This design comes from an exercise in tuning for small area on the open sky130 flow, not from production work. Only simulation tests tie the RTL to the original design; equivalence was not proved. Power is estimated from default activity; no workload was simulated.

## twms
module twms (
  input  logic        clk,
  input  logic        rst,           
  input  logic        cmd_valid,
  input  logic [1:0]  cmd_port,      
  input  logic [31:0] cmd_word,
  output logic        rsp_valid,
  output logic        rsp_ok,
  output logic [31:0] rsp_data,
  output logic [1:0]  bo0_cnt,       
  output logic [10:0] bo0_act0,
  output logic [10:0] bo0_act1,
  output logic [1:0]  bo1_cnt,       
  output logic [10:0] bo1_act0,
  output logic [10:0] bo1_act1,
  output logic        sleep_valid,   
  output logic [2:0]  sleep_level,
  output logic        pwr_asleep,    
  output logic [2:0]  pwr_level,
  output logic        halt,          
  output logic [2:0]  fcode,
  output logic [7:0]  finfo
);
Size in the first run: ~210 flip-flops, roughly 11000 um^2 of cells after synthesis.
==> flow/config.mk <==
export PLATFORM = sky130hd
export DESIGN_NAME = twms
export DESIGN_NICKNAME = twms
export VERILOG_FILES = /design/flow/design.v
export SDC_FILE = /design/flow/constraint.sdc
export NUM_CORES = 4
export LEC_CHECK = 0
export ABC_AREA = 1
export CAP_MARGIN = 20
export CORE_MARGIN = 2
export CORE_UTILIZATION = 65
export PLACE_DENSITY = 0.8
export SLEW_MARGIN = 20
==> flow/constraint.sdc <==
create_clock -name core_clock -period 10.0 [get_ports {clk}]
set_input_delay 2.0000 -clock core_clock [delete_from_list [all_inputs] [get_ports {clk}]]
set_output_delay 2.0000 -clock core_clock [all_outputs]
set_load 0.01 [all_outputs]
standard.sh (not shown) runs the stock make flow with config.mk's settings and CLKGATE_MAP_FILE= SYNTH_SCRIPT=/design/flow/synth_recipe.tcl, a recipe that flattens the netlist after the stock synthesis.
==> flow/flow/run.sh <==
#!/bin/bash
# The standard layout (standard.sh) with two changes: the port buffers are
# the smallest buffer (buf_1), and the clock tree uses clkbuf_8 buffers with
# clusters of at most 14 sinks and no dummy loads.
set -euo pipefail
bash standard.sh \
  "BUFFER_PORTS_ARGS=-buffer_cell sky130_fd_sc_hd__buf_1" \
  "CTS_ARGS=-sink_clustering_enable -repair_clock_nets -dont_use_dummy_load -buf_list sky130_fd_sc_hd__clkbuf_8 -root_buf sky130_fd_sc_hd__clkbuf_8 -sink_clustering_size 17 -sink_clustering_max_diameter 50" \
  finish > standard.log 2>&1
==> next run, changes <==
--- a/flow/flow/run.sh
+++ b/flow/flow/run.sh
@@ -8 +8 @@
-  "CTS_ARGS=-sink_clustering_enable -repair_clock_nets -dont_use_dummy_load -buf_list sky130_fd_sc_hd__clkbuf_8 -root_buf sky130_fd_sc_hd__clkbuf_8 -sink_clustering_size 17 -sink_clustering_max_diameter 50" \
+  "CTS_ARGS=-sink_clustering_enable -repair_clock_nets -dont_use_dummy_load -buf_list sky130_fd_sc_hd__clkbuf_16 -root_buf sky130_fd_sc_hd__clkbuf_8 -sink_clustering_size 26 -sink_clustering_max_diameter 70" \
--- a/flow/config.mk
+++ b/flow/config.mk
@@ -11,2 +11,2 @@
-export CORE_UTILIZATION = 65
-export PLACE_DENSITY = 0.8
+export CORE_UTILIZATION = 45
+export PLACE_DENSITY = 0.65
Final area climbs by 1.8%.
Final cell count grows by 6.7%.
Power climbs by 3.5%.
Synthesized area does not change.
Clock-buffer cell count fell by 5.
Die area rises by 43%.
Clock skew grows by 40 ps.
Worst setup slack is worse by 320 ps.
Hold slack degrades by 38 ps.
Combinational power is about the same.
==> next run, changes <==
--- a/flow/flow/run.sh
+++ b/flow/flow/run.sh
@@ -8 +8 @@
-  "CTS_ARGS=-sink_clustering_enable -repair_clock_nets -dont_use_dummy_load -buf_list sky130_fd_sc_hd__clkbuf_16 -root_buf sky130_fd_sc_hd__clkbuf_8 -sink_clustering_size 26 -sink_clustering_max_diameter 70" \
+  "CTS_ARGS=-sink_clustering_enable -repair_clock_nets -dont_use_dummy_load -buf_list sky130_fd_sc_hd__clkbuf_8 -root_buf sky130_fd_sc_hd__clkbuf_8 -sink_clustering_size 20 -sink_clustering_max_diameter 100" \
--- a/flow/config.mk
+++ b/flow/config.mk
@@ -11,2 +11,2 @@
-export CORE_UTILIZATION = 45
-export PLACE_DENSITY = 0.65
+export CORE_UTILIZATION = 65
+export PLACE_DENSITY = 0.8
Outcome: The changed run completed without violations; count of clock-buffer cells in the layout drops by 1; total power drops by 6.9%; routed wire length drops by 3.8%; non-clock buffer count drops by 1; synthesized cell count does not change; worst setup slack gains 330 ps; sequential share of layout area climbs by 1.3 points.
==> next run, changes <==
==> flow/flow/run.sh (replaced) <==
#!/bin/bash
# The standard layout (standard.sh) with three changes: the port buffers
# are the smallest buffer (buf_1); before the placement repair, gates with
# slack are sized down (flow/downsize.tcl); and the clock tree uses clkbuf_8
# buffers with clusters of at most 16 sinks and no dummy loads.
set -euo pipefail
here=$(pwd)
bash standard.sh \
  "BUFFER_PORTS_ARGS=-buffer_cell sky130_fd_sc_hd__buf_1" \
  "PRE_RESIZE_TCL=$here/flow/downsize.tcl" \
  "CTS_ARGS=-sink_clustering_enable -repair_clock_nets -dont_use_dummy_load -buf_list sky130_fd_sc_hd__clkbuf_8 -root_buf sky130_fd_sc_hd__clkbuf_8 -sink_clustering_size 16 -sink_clustering_max_diameter 80" \
  finish > standard.log 2>&1
==> flow/flow/downsize.tcl (new file) <==
# Before the placement repair: shrink gates that synthesis sized up for speed
# the design does not need; repair_design then fixes any slew or load limit.
set_dont_use $::env(DONT_USE_CELLS)
estimate_parasitics -placement
repair_timing -recover_power 100 -verbose
--- a/flow/config.mk
+++ b/flow/config.mk
@@ -11,2 +11,2 @@
-export CORE_UTILIZATION = 65
-export PLACE_DENSITY = 0.8
+export CORE_UTILIZATION = 45
+export PLACE_DENSITY = 0.65
Worst hold slack gains 34 ps.
Sequential share of layout area drops by 0.75 points.
Non-clock buffer count increases by 3.
Setup slack is worse by 840 ps.
Cell area grows by 1.4%.
Final cell count goes up by 7.4%.
Sequential power stays flat.
Clock skew falls by 17 ps.
Global-route usage falls by 9.2 points.
Clock-buffer cell count came out higher by 3.

Starting RTL as in the previous note.
Settings: LEC_CHECK=0, ABC_AREA=1, CAP_MARGIN=20, CORE_MARGIN=2, CORE_UTILIZATION=45, PLACE_DENSITY=0.65, SLEW_MARGIN=20; clock period 10.0 ns.
==> flow/flow/run.sh <==
#!/bin/bash
# The standard layout (standard.sh) with two changes: the port buffers are
# the smallest buffer (buf_1), and the clock tree uses clkbuf_8 buffers with
# clusters of at most 14 sinks and no dummy loads.
set -euo pipefail
bash standard.sh \
  "BUFFER_PORTS_ARGS=-buffer_cell sky130_fd_sc_hd__buf_1" \
  "CTS_ARGS=-sink_clustering_enable -repair_clock_nets -dont_use_dummy_load -buf_list sky130_fd_sc_hd__clkbuf_8 -root_buf sky130_fd_sc_hd__clkbuf_8 -sink_clustering_size 14 -sink_clustering_max_diameter 60" \
  finish > standard.log 2>&1
The starting point finished with timing, DRC and antenna clean.
==> next run, changes <==
==> flow/flow/run.sh (replaced) <==
#!/bin/bash
# The standard layout (standard.sh) with two changes: the port buffers are
# the smallest buffer (buf_1), and the clock tree uses clkbuf_8 buffers with
# clusters of at most 14 sinks and no dummy loads.
set -euo pipefail
bash standard.sh \
  "BUFFER_PORTS_ARGS=-buffer_cell sky130_fd_sc_hd__buf_1" \
  "CTS_ARGS=-sink_clustering_enable -repair_clock_nets -dont_use_dummy_load -buf_list sky130_fd_sc_hd__clkbuf_8 -root_buf sky130_fd_sc_hd__clkbuf_8 -sink_clustering_size 20 -sink_clustering_max_diameter 100" \
  finish > standard.log 2>&1
Sequential share of layout area is higher by 0.45 points.
Worst hold slack is better by 0.039 ns.
Synthesized area is unchanged.
Worst setup slack improves by 0.026 ns.
Clock power drops by about a fifth.
Maximum frequency rose slightly.
Global-route usage went down by 0.13 points.
Combinational power stays flat.
==> next run, changes <==
==> flow/flow/run.sh (replaced) <==
#!/bin/bash
# The standard layout (standard.sh) with three changes: the port buffers
# are the smallest buffer (buf_1); before the placement repair, gates with
# slack are sized down (flow/downsize.tcl); and the clock tree uses clkbuf_8
# buffers with clusters of at most 18 sinks and no dummy loads.
set -euo pipefail
here=$(pwd)
bash standard.sh \
  "BUFFER_PORTS_ARGS=-buffer_cell sky130_fd_sc_hd__buf_1" \
  "PRE_RESIZE_TCL=$here/flow/downsize.tcl" \
  "CTS_ARGS=-sink_clustering_enable -repair_clock_nets -dont_use_dummy_load -buf_list sky130_fd_sc_hd__clkbuf_8 -root_buf sky130_fd_sc_hd__clkbuf_8 -sink_clustering_size 18 -sink_clustering_max_diameter 90" \
  finish > standard.log 2>&1
==> flow/flow/downsize.tcl (new file) <==
# Before the placement repair: shrink gates that synthesis sized up for speed
# the design does not need; repair_design then fixes any slew or load limit.
set_dont_use $::env(DONT_USE_CELLS)
estimate_parasitics -placement
repair_timing -recover_power 100 -verbose
- CORE_UTILIZATION: 45 -> 55
Effect: Power climbs by 0.99%; area after synthesis does not change; count of clock-buffer cells in the layout climbs by 1; via count climbs by 1.2%; utilization climbs by 11 points.
==> next run, changes <==
==> flow/flow/run.sh (replaced) <==
#!/bin/bash
# The standard layout (standard.sh) with two changes: the port buffers are
# the smallest buffer (buf_1), and the clock tree uses clkbuf_8 buffers with
# clusters of at most 14 sinks and no dummy loads.
set -euo pipefail
bash standard.sh \
  "BUFFER_PORTS_ARGS=-buffer_cell sky130_fd_sc_hd__buf_1" \
  "CTS_ARGS=-sink_clustering_enable -repair_clock_nets -dont_use_dummy_load -buf_list sky130_fd_sc_hd__clkbuf_8 -root_buf sky130_fd_sc_hd__clkbuf_8 -sink_clustering_size 18 -sink_clustering_max_diameter 90" \
  finish > standard.log 2>&1
- CORE_UTILIZATION: 55 -> 45
removed: flow/flow/downsize.tcl
Area after synthesis is unchanged.
Utilization is lower by 11 points.
Critical path depth went down by 4.
Die area rose by 22%.
==> next run, changes <==
==> flow/flow/run.sh (replaced) <==
#!/bin/bash
# The standard layout (standard.sh) with three changes: the port buffers
# are the smallest buffer (buf_1); before the placement repair, gates with
# slack are sized down (flow/downsize.tcl); and the clock tree uses clkbuf_8
# buffers with clusters of at most 16 sinks and no dummy loads.
set -euo pipefail
here=$(pwd)
bash standard.sh \
  "BUFFER_PORTS_ARGS=-buffer_cell sky130_fd_sc_hd__buf_1" \
  "PRE_RESIZE_TCL=$here/flow/downsize.tcl" \
  "CTS_ARGS=-sink_clustering_enable -repair_clock_nets -dont_use_dummy_load -buf_list sky130_fd_sc_hd__clkbuf_8 -root_buf sky130_fd_sc_hd__clkbuf_8 -sink_clustering_size 16 -sink_clustering_max_diameter 80" \
  finish > standard.log 2>&1
==> flow/flow/downsize.tcl (new file) <==
# Before the placement repair: shrink gates that synthesis sized up for speed
# the design does not need; repair_design then fixes any slew or load limit.
set_dont_use $::env(DONT_USE_CELLS)
estimate_parasitics -placement
repair_timing -recover_power 100 -verbose
- CAP_MARGIN: 20 -> 5
- SLEW_MARGIN: 20 -> 5
What happened: The new run finished clean; routed wire length rises by about 0.4%; die area does not change; non-clock buffer count is higher by 2; design area barely changes; register-to-register slack gets worse by 0.37 ns; synthesized cell count does not change; setup slack is worse by 0.76 ns; total power climbs by about 0.5%.

## job 1445
twms, a different RTL version from the one above (not shown whole).
Size in the first run: ~1200 cells after synthesis, about 210 flip-flops, ~0.011 mm^2 of cells after synthesis.
export LEC_CHECK = 0
export ABC_AREA = 1
export CAP_MARGIN = 20
export CORE_MARGIN = 2
export CORE_UTILIZATION = 40
export PLACE_DENSITY = 0.6
export SLEW_MARGIN = 20
create_clock -name core_clock -period 10.0 [get_ports {clk}]
==> flow/flow/run.sh <==
#!/bin/bash
set -euo pipefail
bash standard.sh \
  "BUFFER_PORTS_ARGS=-buffer_cell sky130_fd_sc_hd__buf_1" \
  "CTS_ARGS=-sink_clustering_enable -repair_clock_nets -dont_use_dummy_load -buf_list sky130_fd_sc_hd__clkbuf_8 -root_buf sky130_fd_sc_hd__clkbuf_8 -sink_clustering_size 14 -sink_clustering_max_diameter 60" \
  RECOVER_POWER=100 \
  finish > standard.log 2>&1
The flow completed for job 1445, but it is not clean: the layout still shows max-capacitance violations, max-slew violations.
Changes in job 3124 relative to job 1445:
==> flow/flow/run.sh <==
#!/bin/bash
set -euo pipefail
bash standard.sh \
  "BUFFER_PORTS_ARGS=-buffer_cell sky130_fd_sc_hd__buf_1" \
  "CTS_ARGS=-sink_clustering_enable -repair_clock_nets -dont_use_dummy_load -buf_list sky130_fd_sc_hd__clkbuf_4 -root_buf sky130_fd_sc_hd__clkbuf_8 -sink_clustering_size 9 -sink_clustering_max_diameter 40" \
  RECOVER_POWER=100 \
  finish > standard.log 2>&1
Findings:
- What the final checks of job 3124 revealed, after a flow that finished every stage, was a layout that fails on max-capacitance violations, max-slew violations.
- Total power draw essentially unchanged between job 1445 and job 3124.
- The higher count of H-tree levels built during CTS of job 1445 and job 3124 is in job 3124.
- The fraction of power spent switching nets of job 3124 exceeds that of job 1445 by 0.24 points.
- Between job 3124 and job 1445, the final wirelength does not differ in any meaningful way.
- On clock network contribution to total cell area, job 1445 and job 3124 are basically level.
- Diff job 1445..job 3124 | clock latency reported for the late side of the worst-skew pair | negligible
- Job 3124 ends up with higher final net count than job 1445 does.
- Maximum cell stage delay along the critical path: job 3124 vs job 1445 — no meaningful difference
- Maximum ir drop on the vdd rail was lower in the run labelled job 1445.
- As far as buffer count excluding the clock tree in the final layout goes, job 3124 and job 1445 are indistinguishable; the numbers are identical.
#### Input delta (job 6534 over job 3124)
--- a/flow/flow/run.sh
+++ b/flow/flow/run.sh
@@ -1,2 +1,5 @@
 #!/bin/bash
+# The standard layout (standard.sh) with two changes: the port buffers are
+# the smallest buffer (buf_1), and the clock tree uses clkbuf_8 buffers with
+# clusters of at most 14 sinks and no dummy loads.
 set -euo pipefail
@@ -5,3 +8,2 @@
   "CTS_ARGS=-sink_clustering_enable -repair_clock_nets -dont_use_dummy_load -buf_list sky130_fd_sc_hd__clkbuf_4 -root_buf sky130_fd_sc_hd__clkbuf_8 -sink_clustering_size 9 -sink_clustering_max_diameter 40" \
-  RECOVER_POWER=100 \
   finish > standard.log 2>&1
### Flow results
- Status for job 3124 and job 6534: clean finish in job 6534 only
- Job 3124: flow complete, layout not clean; failing: max-capacitance violations, max-slew violations
- Proportion of cell area occupied by registers: job 6534 vs job 3124 down 0.60 points
- Going from job 3124 to job 6534, part of the power in the clock network ~0 delta, peak ir drop on the vdd network moved down.
- Delta (job 6534 minus job 3124): worst hold margin now larger, setup slack after layout now larger.

## the reference run
Starting RTL as in the previous note.
## twms
module twms (
  input  logic        clk,
  input  logic        rst,           
  input  logic        cmd_valid,
  input  logic [1:0]  cmd_port,      
  input  logic [31:0] cmd_word,
  output logic        rsp_valid,
  output logic        rsp_ok,
  output logic [31:0] rsp_data,
  output logic [1:0]  bo0_cnt,       
  output logic [10:0] bo0_act0,
  output logic [10:0] bo0_act1,
  output logic [1:0]  bo1_cnt,       
  output logic [10:0] bo1_act0,
  output logic [10:0] bo1_act1,
  output logic        sleep_valid,   
  output logic [2:0]  sleep_level,
  output logic        pwr_asleep,    
  output logic [2:0]  pwr_level,
  output logic        halt,          
  output logic [2:0]  fcode,
  output logic [7:0]  finfo
);
  localparam logic [2:0] R_ZERO = 3'd0, R_XSTAT = 3'd1, R_BUFRD = 3'd2, R_EVPEND = 3'd3,
                         R_CDA = 3'd4, R_SLEEP = 3'd5, R_IRQSTAT = 3'd6, R_FSTAT = 3'd7;
  logic [1:0][2:0]  state_q;
  logic [1:0]       mode_q;
  logic [1:0][6:0]  paddr_q;
  logic [1:0][7:0]  raddr_q;
  logic [1:0][1:0]  rem_q;         
  logic [1:0][31:0] buf_q;
  logic [1:0][4:0]  evid_q;
  logic [1:0][2:0]  if_q;
  logic [1:0][2:0]  ien_q;
  logic [1:0][7:0]  rxdata_q;
  logic [31:0]      ev_q;
  logic [4:0][2:0]  vote_q;
  logic [1:0]       fcode_q;
  logic [5:0]       finfo_q;
  logic             asleep_q;
  logic [2:0]       plevel_q;
  logic             rsp_valid_q;
  logic [3:0]       rsp_code_q;
  logic             step_bus_q;
  logic             emit_q;
  logic halt_q;
  assign halt_q = fcode_q[1] | fcode_q[0];
  logic [1:0] avail;
  assign avail[0] = (state_q[0] == 3'd0);
  assign avail[1] = (state_q[1] == 3'd0);
  logic [16:0] op;
  logic [2:0]  reason;
  twms_decode u_decode (
    .port   (cmd_port),
  ...
clock: 10.0 ns
lec_check: 0
abc_area: 1
cap_margin: 20
core_margin: 2
core_utilization: 65
place_density: 0.8
slew_margin: 20
==> flow/flow/run.sh <==
#!/bin/bash
# The standard layout (standard.sh) with two changes: the port buffers are
# the smallest buffer (buf_1), and the clock tree uses clkbuf_8 buffers with
# clusters of at most 14 sinks and no dummy loads.
set -euo pipefail
bash standard.sh \
  "BUFFER_PORTS_ARGS=-buffer_cell sky130_fd_sc_hd__buf_1" \
  "CTS_ARGS=-sink_clustering_enable -repair_clock_nets -dont_use_dummy_load -buf_list sky130_fd_sc_hd__clkbuf_8 -root_buf sky130_fd_sc_hd__clkbuf_8 -sink_clustering_size 14 -sink_clustering_max_diameter 60" \
  finish > standard.log 2>&1
Every stage of the flow completed for the reference run, and the final layout passed the timing, DRC and antenna checks.
[inputs] the trial run vs the reference run
- a change of PLACE_DENSITY from 0.8 to 0.6
- a change of CORE_UTILIZATION from 65 to 40
[summary]
Sort the trial run and the reference run by area of the die desc -> top: the trial run
Changes observed in the trial run relative to the reference run: clock latency at the later pin of the worst-skew pair increased 0.02 ns, wire length the detailed router placed on met1 increased about 22%, share of the core filled with cells in the final layout decreased 28 points.
On share of total power in sequential cells, the higher figure sits with the reference run, not the trial run.
The trial run went all the way through the flow, and no timing, DRC or antenna check failed.
Changes observed in the trial run relative to the reference run: remaining max-slew budget at the tightest pin grew by 10 points; die extent in y grew by about 27%.

-- port drivers added, routing unchanged --
The flow's constraints put no driver on any port. The routed layouts listed below were extracted and timed again, unchanged, in two steps.
Step 1 (the two cells are an assumption about what drives the block):
set clk [get_ports {clk}]
set_driving_cell -lib_cell sky130_fd_sc_hd__clkbuf_16 $clk
set_driving_cell -lib_cell sky130_fd_sc_hd__buf_2 [delete_from_list [all_inputs] $clk]
Step 2, shift: input delay + t, output delay - t, t = (earliest + latest rising clock arrival at the registers) / 2. This alone moves slack from input paths to output paths.
Three values: ideal ports, drivers, drivers and shift; two values: the first two.
| run | t, ns | setup WS [ns] | worst setup path at the end | slew at the worst register clock pin (ns) | pins driven straight from the clock port |
|---|---|---|---|---|---|
| the first run of note 1 | 0.543 | 4.447 / 4.406 / 3.929 | input to register | 0.10 / 0.10 | 1 |
| the second run of note 1 | 0.552 | 4.125 / 4.081 / 4.293 | input to register | 0.10 / 0.10 | 1 |
| the third run of note 1 | 0.525 | 4.459 / 4.418 / 4.060 | input to register | 0.12 / 0.12 | 1 |
| the fourth run of note 1 | 0.544 | 3.618 / 3.575 / 3.929 | input to register | 0.11 / 0.11 | 1 |
| the first run of note 2 | 0.556 | 4.183 / 4.139 / 4.334 | input to register | 0.10 / 0.10 | 1 |
| the second run of note 2 | 0.526 | 4.209 / 4.168 / 4.302 | input to register | 0.12 / 0.12 | 1 |
| the third run of note 2 | 0.543 | 4.470 / 4.479 / 3.936 | input to register | 0.12 / 0.12 | 1 |
| the fourth run of note 2 | 0.546 | 4.164 / 4.123 / 4.318 | input to register | 0.12 / 0.12 | 1 |
| the fifth run of note 2 | 0.536 | 3.408 / 3.362 / 3.106 | input to register | 0.11 / 0.11 | 1 |
| job 1445 | 0.558 | 2.996 / 3.013 / 2.455 | input to register | 0.10 / 0.10 | 1 |
| job 3124 | 0.536 | 2.951 / 2.971 / 2.435 | input to register | 0.11 / 0.11 | 1 |
| job 6534 | 0.538 | 4.258 / 4.215 / 4.454 | input to register | 0.11 / 0.11 | 1 |
| the reference run | 0.536 | 4.425 / 4.384 / 4.448 | input to register | 0.10 / 0.10 | 1 |
| the trial run | 0.554 | 4.242 / 4.202 / 4.499 | input to register | 0.10 / 0.10 | 1 |
The setup slack of job 1445, which loses most, moves by +0.017 ns with the drivers and by -0.541 ns with both steps.
